What follows belongs to an exercise in optimizing a design on an open flow for small area, a short achievable clock period and few clock cycles; a production flow would make more cautious choices. The RTL was checked by simulation tests, not by an equivalence proof against the original design. No activity file was given, so power comes from the tool's default toggle rates.

==> flow/design.v <==
module upe_link (
    input  wire        clk,
    input  wire        rst,
    input  wire        strict,
    input  wire        rx_valid,
    input  wire [7:0]  rx_data,
    output wire        rx_ready,
    output reg         ro_valid,
    input  wire        ro_ready,
    output reg  [1:0]  ro_kind,
    output reg  [7:0]  ro_data,
    output wire [15:0] ro_crc_calc,
    output wire [15:0] ro_crc_recv,
    input  wire        ti_valid,
    input  wire [7:0]  ti_data,
    output wire        ti_ready,
    output reg         to_valid,
    input  wire        to_ready,
    output reg  [7:0]  to_data
);
    localparam [1:0] K_BYTE  = 2'd0;
    localparam [1:0] K_FRAME = 2'd1;
    localparam [1:0] K_DROP  = 2'd2;
    localparam [15:0] KEY_B0 = 16'h7760;
    localparam [15:0] KEY_B1 = 16'h3019;
    localparam [15:0] KEY_B2 = 16'h065F;
    localparam [15:0] KEY_B3 = 16'h4052;
    localparam [15:0] KEY_B4 = 16'h1625;
    localparam [15:0] KEY_B5 = 16'h431A;
    localparam [15:0] KEY_B6 = 16'h4C8A;
    localparam [15:0] KEY_B7 = 16'hC428;
    function [7:0] key;
        input [3:0] i;
        begin
            key = {KEY_B7[i], KEY_B6[i], KEY_B5[i], KEY_B4[i],
                   KEY_B3[i], KEY_B2[i], KEY_B1[i], KEY_B0[i]};
        end
    endfunction
    function [15:0] dec16;
        input [15:0] c;
        integer k;
        begin
            dec16[0] = ~c[0];
            for (k = 1; k < 16; k = k + 1)
                dec16[k] = c[k] ^ ~|(c & ((16'd1 << k) - 16'd1));
        end
    endfunction
    function [15:0] crc_update;
        input [7:0]  b;
        input [15:0] crc;
        reg [7:0] x;
        begin
            x = crc[15:8] ^ b;
            x = x ^ {4'd0, x[7:4]};
            crc_update = {crc[7:0], 8'd0} ^ {x[3:0], 12'd0} ^
                         {3'd0, x, 5'd0} ^ {8'd0, x};
        end
    endfunction
    localparam [3:0] S_IDLE    = 4'd0;
    localparam [3:0] S_SYNC2   = 4'd1;
    localparam [3:0] S_LENLO   = 4'd2;
    localparam [3:0] S_LENHI   = 4'd3;
    localparam [3:0] S_PAYLOAD = 4'd4;
    localparam [3:0] S_CKLO    = 4'd5;
    localparam [3:0] S_CKHI    = 4'd6;
    localparam [3:0] S_FOOT1   = 4'd7;
    localparam [3:0] S_FOOT2   = 4'd8;
    reg [3:0]  stage;
    reg [15:0] rcnt;
    reg [3:0]  rkidx;
    reg        rshort;
    reg        rl0s;         
    reg [15:0] crc_calc;
    reg        ro_new;       
    assign rx_ready    = ro_ready;
    assign ro_crc_calc = crc_calc;
    assign ro_crc_recv = rcnt;
    wire       rx_take  = rx_valid && rx_ready;
    wire [7:0]  rkey     = key(rkidx);
    wire [7:0]  rx_plain = rx_data ^ rkey;
    wire [15:0] crc_next = crc_update(ro_data, crc_calc);
    wire [15:0] rcnt_dec = dec16(rcnt);
    wire        crc_ok   = (crc_calc == rcnt);
    reg        rp;
    reg [1:0]  rp_kind;
    reg [7:0]  rp_data;
    always @(*) begin
        rp      = 1'b0;
        rp_kind = K_BYTE;
        rp_data = rx_plain;
        case (stage)
            S_PAYLOAD: rp = 1'b1;
            S_FOOT1: begin
                rp      = (rx_data != 8'hDC);
                rp_kind = K_DROP;
                rp_data = 8'd0;
            end
            S_FOOT2: begin
                rp = 1'b1;
                if (rx_data != 8'hBA) begin
                    rp_kind = K_DROP;
                    rp_data = 8'd0;
                end else if (rshort) begin
                    rp_kind = K_DROP;
                    rp_data = 8'd1;
                end else if (strict && !crc_ok) begin
                    rp_kind = K_DROP;
                    rp_data = 8'd2;
                end else begin
                    rp_kind = K_FRAME;
                    rp_data = {7'd0, crc_ok};
                end
            end
            default: ;
        endcase
    end
    always @(posedge clk) begin
        if (rx_ready) begin
            ro_kind <= rp_kind;
            ro_data <= rp_data;
        end
        if (ro_new)
            crc_calc <= crc_next;
        if (rx_take) begin
            case (stage)
                S_LENLO: begin
                    rcnt[7:0] <= rx_data;
                    rl0s      <= (rx_data[7:1] == 7'd0);
                end
                S_LENHI: begin
                    rcnt[15:8] <= rx_data;
                    rkidx      <= 4'd0;
                    crc_calc   <= 16'd0;
                    rshort     <= (rx_data == 8'd0) && rl0s;
                end
                S_PAYLOAD: begin
                    rcnt  <= rcnt_dec;
                    rkidx <= rkidx + 4'd1;
                end
                S_CKLO: begin
                    rcnt[7:0] <= rx_plain;
                    rkidx     <= rkidx + 4'd1;
                end
                S_CKHI: rcnt[15:8] <= rx_plain;
                default: ;
            endcase
        end
        if (rst) begin
            stage    <= S_IDLE;
            ro_valid <= 1'b0;
            ro_new   <= 1'b0;
        end else begin
            if (rx_ready)
                ro_valid <= rx_valid && rp;
            ro_new <= rx_take && stage == S_PAYLOAD;
            if (rx_take) begin
                case (stage)
                    S_IDLE:    if (rx_data == 8'hAB) stage <= S_SYNC2;
                    S_SYNC2:   stage <= (rx_data == 8'hCD) ? S_LENLO : S_IDLE;
                    S_LENLO:   stage <= S_LENHI;
                    S_LENHI:   stage <= (rx_data == 8'd0 && rl0s && !rcnt[0]) ?
                                        S_CKLO : S_PAYLOAD;
                    S_PAYLOAD: if (rcnt == 16'd1) stage <= S_CKLO;
                    S_CKLO:    stage <= S_CKHI;
                    S_CKHI:    stage <= S_FOOT1;
                    S_FOOT1:   stage <= (rx_data == 8'hDC) ? S_FOOT2 : S_IDLE;
                    default:   stage <= S_IDLE;
                endcase
            end
        end
    end
    localparam [3:0] T_AB   = 4'b0000;
    localparam [3:0] T_CD   = 4'b0001;
    localparam [3:0] T_L0   = 4'b0010;
    localparam [3:0] T_L1   = 4'b0011;
    localparam [3:0] T_PAY  = 4'b1000;
    localparam [3:0] T_K0   = 4'b0100;
    localparam [3:0] T_K1   = 4'b0101;
    localparam [3:0] T_DC   = 4'b0110;
    localparam [3:0] T_BA   = 4'b0111;
    localparam [1:0] I_L0   = 2'b00;    
    localparam [1:0] I_L1   = 2'b01;    
    localparam [1:0] I_PAY  = 2'b10;    
    localparam [1:0] I_HOLD = 2'b11;    
    reg [3:0]  tstate;
    reg [1:0]  tin;
    reg [15:0] tcnt;
    reg [3:0]  tkidx;
    reg [15:0] tcrc;
    reg        tl0z;         
    wire out_free = to_ready;
    assign ti_ready = !tin[1] || (tstate[3] && to_ready);
    wire tx_take  = ti_valid && ti_ready;
    wire pay_take = ti_valid && tstate[3] && out_free;
    wire [7:0]  tkey      = key(tkidx);
    wire [15:0] tcrc_cur  = tcrc;
    wire [15:0] tcrc_next = crc_update(ti_data, tcrc_cur);
    wire [15:0] tcnt_dec  = dec16(tcnt);
    reg       tg;
    reg [7:0] tg_data;
    always @(*) begin
        tg      = 1'b1;
        tg_data = 8'hAB;
        case (tstate)
            T_AB: begin
                tg      = (tin != I_L0) || ti_valid;
                tg_data = 8'hAB;
            end
            T_CD:  tg_data = 8'hCD;
            T_L0: begin
                tg      = tin[1];
                tg_data = tcnt[7:0];
            end
            T_L1: begin
                tg      = tin[1];
                tg_data = tcnt[15:8];
            end
            T_PAY: begin
                tg      = ti_valid;
                tg_data = ti_data ^ tkey;
            end
            T_K0:  tg_data = tcrc_cur[7:0] ^ tkey;
            T_K1:  tg_data = tcrc_cur[15:8] ^ tkey;
            T_DC:  tg_data = 8'hDC;
            default: tg_data = 8'hBA;
        endcase
    end
    reg [3:0] tstate_n;
    reg [1:0] tin_n;
    always @(*) begin
        tin_n    = tin;
        tstate_n = tstate;
        if (tx_take && tin == I_L0)
            tin_n = I_L1;
        if (tx_take && tin == I_L1)
            tin_n = (ti_data == 8'd0 && tl0z) ? I_HOLD : I_PAY;
        if (out_free && tg) begin
            case (tstate)
                T_AB: tstate_n = T_CD;
                T_CD: tstate_n = T_L0;
                T_L0: tstate_n = T_L1;
                T_L1: begin
                    if (tin == I_HOLD) begin
                        tin_n    = I_L0;
                        tstate_n = T_K0;
                    end else begin
                        tstate_n = T_PAY;
                    end
                end
                T_PAY: begin
                    if (tcnt == 16'd1) begin
                        tin_n    = I_L0;
                        tstate_n = T_K0;
                    end
                end
                T_K0: tstate_n = T_K1;
                T_K1: tstate_n = T_DC;
                T_DC: tstate_n = T_BA;
                default: tstate_n = T_AB;
            endcase
        end
    end
    wire to_valid_n = out_free ? tg : to_valid;
    always @(posedge clk) begin
        if (out_free)
            to_data <= tg_data;
        if (tx_take && tin == I_L0) begin
            tcnt[7:0] <= ti_data;
            tl0z      <= (ti_data == 8'd0);
        end
        if (tx_take && tin == I_L1)
            tcnt[15:8] <= ti_data;
        if (out_free && tg && tstate == T_L1) begin
            tkidx  <= 4'd0;
            tcrc   <= 16'd0;
        end
        if (pay_take) begin
            tcrc   <= tcrc_next;
            tcnt   <= tcnt_dec;
            tkidx  <= tkidx + 4'd1;
        end
        if (out_free && tstate == T_K0)
            tkidx <= tkidx + 4'd1;
        if (rst) begin
            tstate   <= T_AB;
            tin      <= I_L0;
            to_valid <= 1'b0;
        end else begin
            tstate   <= tstate_n;
            tin      <= tin_n;
            to_valid <= to_valid_n;
        end
    end
endmodule
clock: 4.0 ns
lec_check: 0
abc_area: 1
abc_clock_period_in_ps: 2000
cap_margin: 20
core_margin: 2
core_utilization: 62
cts_buf_list: sky130_fd_sc_hd__clkbuf_8
setup_slack_margin: 2.0
slew_margin: 20
standard.sh (not shown) runs the stock make flow with config.mk's settings and CLKGATE_MAP_FILE= SYNTH_SCRIPT=/design/flow/synth_recipe.tcl, a recipe that flattens the netlist after the stock synthesis.
==> flow/flow/run.sh <==
#!/bin/bash
# Standard layout, but let the resizer change a cell's footprint (so it can
# upsize gates and port buffers) and buffer the ports with buf_2.
set -euo pipefail
bash standard.sh MATCH_CELL_FOOTPRINT=0 'BUFFER_PORTS_ARGS=-buffer_cell sky130_fd_sc_hd__buf_2' finish > make_finish.log 2>&1
Testbench counts at the start, summed over its fixed seeds: cycles 28,518.
Edit:
Settings changed: CORE_UTILIZATION 62 to 55.
=> The new run completed without violations. Sequential share of layout area fell by 0.27 points. Hold slack is worse by 26 ps. Flip-flop and latch count stays the same. Critical path depth stays the same. Cell area rose by 0.72%. Via count fell by 0.57%. Die area rose by about 12%.
Edit:
Settings changed: GPL_TIMING_DRIVEN set to 0.
What happened:
- clock power decreases by 14%
- final area is about the same
- final cell count goes up by 1.1%
- wire length is lower by 5.5%
- via count came out lower by 1.6%
- synthesized area does not change
- core utilization hardly moves
- worst setup slack hardly moves
- sequential cell count stays the same

## separate check: timing with driven ports
Ports are ideal in the flow. The routed layouts listed here were re-timed in OpenROAD. Step 1 (the two cells are an assumption about what drives the block):
set clk [get_ports {clk}]
set_driving_cell -lib_cell sky130_fd_sc_hd__clkbuf_16 $clk
set_driving_cell -lib_cell sky130_fd_sc_hd__buf_2 [delete_from_list [all_inputs] $clk]
Step 2 also shifts input and output timing later by t, the mid clock arrival at the registers, as if the neighbouring blocks saw the same clock. Slacks: ideal / step 1 / step 2; pairs: ideal / step 1.
run	shift t [ns]	setup slack, ns	worst slew at a driven data input, ns
the first run	0.419	2.026 / 1.964 / 1.724	0.06
the second run	0.429	2.013 / 1.952 / 1.733	0.06
the third run	0.412	2.016 / 1.969 / 1.669	0.06
After both steps setup and hold are still met in every run listed. The setup slack of the third run, which loses most, moves by -0.047 ns with the drivers and by -0.347 ns with both steps.
